What follows belongs to an exercise in optimizing a design on an open flow for small area and a short achievable clock period; a production flow would make more cautious choices. In this exercise RTL edits were held to simulation tests only and were not proved equivalent to the original. Power and IR drop assume default switching activity.

// chk4_accum
module chk4_accum (
    input  wire        clk,
    input  wire        rst,         
    input  wire        init,        
    input  wire [2:0]  in_cnt,      
    input  wire [31:0] in_data,     
    output wire [31:0] chk_value,
    output wire [31:0] byte_count
);
Size: ~87 flip-flops, roughly 100 I/O pins, roughly 0.011 mm2 of cells after synthesis.
export LEC_CHECK = 0
export CAP_MARGIN = 20
export CORE_MARGIN = 2
export CORE_UTILIZATION = 65
export CTS_BUF_LIST = sky130_fd_sc_hd__clkbuf_4 sky130_fd_sc_hd__clkbuf_8
export SLEW_MARGIN = 20
export SYNTH_HIERARCHICAL = 1
export SYNTH_MINIMUM_KEEP_SIZE = 0
create_clock -name core_clock -period 28.0 [get_ports {clk}]
standard.sh (not shown) runs the stock make flow with config.mk's settings and CLKGATE_MAP_FILE= SYNTH_SCRIPT=/design/flow/synth_recipe.tcl, a recipe that flattens the netlist after the stock synthesis.
==> flow/flow/run.sh <==
#!/bin/bash
# The standard layout (standard.sh, all steps), with the port buffers placed
# by flow/ports.tcl before global placement instead of by the standard call,
# and timing repair asked to leave a setup margin (the clock and constraints
# are unchanged).
set -euo pipefail
here=$(pwd)
export DONT_BUFFER_PORTS=1
export PRE_GLOBAL_PLACE_TCL="$here/flow/ports.tcl"
export SETUP_SLACK_MARGIN=16
bash standard.sh > "$here/standard.log" 2>&1
==> flow/flow/ports.tcl <==
# Port buffers (in place of the standard flow's single buffer_ports call):
# every input and every output port still gets its own buffer, but with a
# plain buffer cell of a suitable size instead of the default delay buffer.
buffer_ports -inputs -buffer_cell sky130_fd_sc_hd__buf_2
buffer_ports -outputs -buffer_cell sky130_fd_sc_hd__buf_1
Change:
--- a/flow/flow/run.sh
+++ b/flow/flow/run.sh
@@ -10 +10 @@
-export SETUP_SLACK_MARGIN=16
+export SETUP_SLACK_MARGIN=18
Sequential power stays flat.
Global-route usage goes up by 2.0 points.
Worst setup slack loses 0.015 ns.
Design area goes up by 7.9%.

* * *

job 3608:
chk4_accum, a different RTL version from the one above (not shown whole).
Size in the first run: roughly 87 flip-flops, ~100 I/O pins, about 12000 um^2 of cells after synthesis.
Settings: LEC_CHECK=0, CAP_MARGIN=20, CORE_MARGIN=2, CORE_UTILIZATION=65, CTS_BUF_LIST=sky130_fd_sc_hd__clkbuf_4 sky130_fd_sc_hd__clkbuf_8, SLEW_MARGIN=20, SYNTH_HIERARCHICAL=1, SYNTH_MINIMUM_KEEP_SIZE=0; clock period 28.0 ns.
==> flow/flow/run.sh <==
#!/bin/bash
# The standard layout (standard.sh, all steps), with the port buffers placed
# by flow/ports.tcl before global placement instead of by the standard call,
# and timing repair asked to leave a setup margin (the clock and constraints
# are unchanged).
set -euo pipefail
here=$(pwd)
export DONT_BUFFER_PORTS=1
export PRE_GLOBAL_PLACE_TCL="$here/flow/ports.tcl"
export SETUP_SLACK_MARGIN=18
bash standard.sh > "$here/standard.log" 2>&1
Scripts as last shown in full above: flow/flow/ports.tcl
> inputs changed (job 3608 -> job 542)
# job 3608
export LEC_CHECK = 0
export CAP_MARGIN = 20
export CORE_MARGIN = 2
export CORE_UTILIZATION = 65
export CTS_BUF_LIST = sky130_fd_sc_hd__clkbuf_4 sky130_fd_sc_hd__clkbuf_8
export SLEW_MARGIN = 20
export SYNTH_HIERARCHICAL = 1
export SYNTH_MINIMUM_KEEP_SIZE = 0
create_clock -name core_clock -period 28.0 [get_ports {clk}]
# job 542
export LEC_CHECK = 0
export CAP_MARGIN = 20
export CORE_MARGIN = 2
export CORE_UTILIZATION = 75
export CTS_BUF_LIST = sky130_fd_sc_hd__clkbuf_4 sky130_fd_sc_hd__clkbuf_8
export SLEW_MARGIN = 20
export SYNTH_HIERARCHICAL = 1
export SYNTH_MINIMUM_KEEP_SIZE = 0
create_clock -name core_clock -period 28.0 [get_ports {clk}]
==> flow/flow/run.sh <==
#!/bin/bash
# The standard layout (standard.sh, all steps) with two changes:
# - the standard port buffering (buffer_ports, every input and output port
#   gets a buffer) uses the plain buffer sky130_fd_sc_hd__buf_1 instead of the
#   default delay buffer; timing repair may resize it;
# - timing repair is asked to leave a setup margin (the clock period and the
#   constraints are unchanged).
set -euo pipefail
here=$(pwd)
export BUFFER_PORTS_ARGS="-buffer_cell sky130_fd_sc_hd__buf_1"
export SETUP_SLACK_MARGIN=16.5
bash standard.sh > "$here/standard.log" 2>&1
removed: flow/flow/ports.tcl
--- outcome ---
- Job 542 vs job 3608, critical path endpoint: ra[17] vs rb[17]
- Per the comparison of job 542 with job 3608, required time of the worst setup path stayed essentially flat; total global routing track utilization decreased by 0.53 points relative to the old numbers.
- Against job 3608 as the reference, job 542 delivers a higher minimum period implied by the final worst setup slack.
- NOTE: highest ir drop seen on vdd in job 542 exceeds that of job 3608
> inputs changed (job 542 -> job 6537)
# job 542
export LEC_CHECK = 0
export CAP_MARGIN = 20
export CORE_MARGIN = 2
export CORE_UTILIZATION = 75
export CTS_BUF_LIST = sky130_fd_sc_hd__clkbuf_4 sky130_fd_sc_hd__clkbuf_8
export SLEW_MARGIN = 20
export SYNTH_HIERARCHICAL = 1
export SYNTH_MINIMUM_KEEP_SIZE = 0
create_clock -name core_clock -period 28.0 [get_ports {clk}]
# job 6537
export LEC_CHECK = 0
export CAP_MARGIN = 20
export CORE_MARGIN = 2
export CORE_UTILIZATION = 65
export CTS_BUF_LIST = sky130_fd_sc_hd__clkbuf_4 sky130_fd_sc_hd__clkbuf_8
export SLEW_MARGIN = 20
export SYNTH_HIERARCHICAL = 1
export SYNTH_MINIMUM_KEEP_SIZE = 0
create_clock -name core_clock -period 28.0 [get_ports {clk}]
==> flow/flow/run.sh <==
#!/bin/bash
# The standard layout (standard.sh, all steps), with the port buffers placed
# by flow/ports.tcl before global placement instead of by the standard call,
# and timing repair asked to leave a setup margin (the clock and constraints
# are unchanged).
set -euo pipefail
here=$(pwd)
export DONT_BUFFER_PORTS=1
export PRE_GLOBAL_PLACE_TCL="$here/flow/ports.tcl"
export SETUP_SLACK_MARGIN=16.5
bash standard.sh > "$here/standard.log" 2>&1
==> flow/flow/ports.tcl (new file) <==
# Port buffers (in place of the standard flow's single buffer_ports call):
# every input and every output port still gets its own buffer, but with a
# plain buffer cell of a suitable size instead of the default delay buffer.
buffer_ports -inputs -buffer_cell sky130_fd_sc_hd__buf_2
buffer_ports -outputs -buffer_cell sky130_fd_sc_hd__buf_1
### Flow results
Job 6537 vs job 542: die area up by more than 10%. Taking job 542 as the reference, in job 6537 overall power of the completed layout level; final area moved down. Layout-stage area growth over the synthesis result: job 6537 and job 542 compared, higher one is job 542. Diff job 542 -> job 6537: wire length went up 3.8%; final hold slack went up 0.094 ns. Initial standard-cell utilization of the core: higher on job 542. | final-stage net count | lower: job 6537 |. Width of the chip (job 6537 over job 542): increase, about 7%. Comparing job 6537 and job 542, worst setup slack is higher on job 6537.
The following lists how job 7773 was set up differently from job 6537:
diff --git a/flow/flow/run.sh b/flow/flow/run.sh
--- a/flow/flow/run.sh
+++ b/flow/flow/run.sh
@@ -8,4 +8,4 @@
 export DONT_BUFFER_PORTS=1
 export PRE_GLOBAL_PLACE_TCL="$here/flow/ports.tcl"
-export SETUP_SLACK_MARGIN=16.5
+export SETUP_SLACK_MARGIN=17
 bash standard.sh > "$here/standard.log" 2>&1
--- outcome ---
Job 7773 vs. job 6537: sequential share of layout area went down by 0.48 points. Job 6537 → job 7773: final-layout non-clock buffer area share has increased, post-synthesis to final-layout area growth higher. Against job 6537 as the reference, job 7773 delivers a higher wire length of the first global-routing pass. Job 7773 ends up with higher portion of total power attributed to the clock network than job 6537 does. Job 6537 ended up with fewer cell instances than job 7773 did. Going from job 6537 to job 7773, average wire per cell in the routed design grew slightly. Summary — sum of routed wire length over all layers, job 7773 relative to job 6537: higher, by about 3.6%.
Input changes introduced in job 7176 (baseline for comparison: job 7773):
==> flow/flow/run.sh <==
#!/bin/bash
# The standard layout (standard.sh, all steps) with two changes:
# - the standard port buffering (buffer_ports, every input and output port
#   gets a buffer) uses the plain buffer sky130_fd_sc_hd__buf_2 instead of the
#   default delay buffer; timing repair may resize it;
# - timing repair is asked to leave a setup margin (the clock period and the
#   constraints are unchanged).
set -euo pipefail
here=$(pwd)
export BUFFER_PORTS_ARGS="-buffer_cell sky130_fd_sc_hd__buf_2"
export SETUP_SLACK_MARGIN=16.5
bash standard.sh > "$here/standard.log" 2>&1
removed: flow/flow/ports.tcl
--- outcome ---
- Going from job 7773 to job 7176, worst hold slack shrinks by 0.079 ns.
- Global-route met2 utilization (higher): job 7773
- On total wirelength of the detailed-routed design: between job 7773 and job 7176, it ends up higher for job 7773.
- Higher total power goes to job 7773 over job 7176.

-- separate check: timing with driven ports --
The flow's constraints put no driver on any port. The routed layouts listed below were extracted and timed again, unchanged, in two steps.
Step 1 (the two cells are an assumption about what drives the block):
set clk [get_ports {clk}]
set_driving_cell -lib_cell sky130_fd_sc_hd__clkbuf_16 $clk
set_driving_cell -lib_cell sky130_fd_sc_hd__buf_2 [delete_from_list [all_inputs] $clk]
Step 2, shift: input delay + t, output delay - t, t = (earliest + latest rising clock arrival at the registers) / 2. This alone moves slack from input paths to output paths.
a / b / c = ideal ports / drivers / drivers and shift; a / b = the first two.
| run | shift t [ns] | setup WS [ns] | hold slack, ns | worst data-port slew with drivers (ns) | cell pins on the clock port's net |
|---|---|---|---|---|---|
| the first run of note 1 | 0.427 | 16.120 / 15.965 / 15.538 | 0.668 / 0.668 / 0.668 | 0.52 | 1 |
| the second run of note 1 | 0.435 | 16.105 / 16.061 / 15.980 | 0.675 / 0.675 / 0.675 | 0.52 | 1 |
| job 3608 | 0.433 | 16.979 / 16.524 / 16.091 | 0.670 / 0.670 / 0.670 | 0.51 | 1 |
| job 542 | 0.424 | 16.603 / 16.589 / 16.164 | 0.580 / 0.580 / 0.580 | 0.07 | 1 |
| job 6537 | 0.423 | 16.698 / 16.423 / 16.000 | 0.674 / 0.674 / 0.674 | 0.43 | 1 |
| job 7773 | 0.427 | 16.957 / 16.581 / 16.154 | 0.666 / 0.666 / 0.666 | 0.50 | 1 |
| job 7176 | 0.434 | 16.669 / 16.668 / 16.233 | 0.586 / 0.586 / 0.586 | 0.05 | 1 |
After both steps every run listed still meets setup and hold. For job 3608, which loses most, drivers alone change the setup slack by -0.455 ns; drivers and shift together by -0.888 ns.
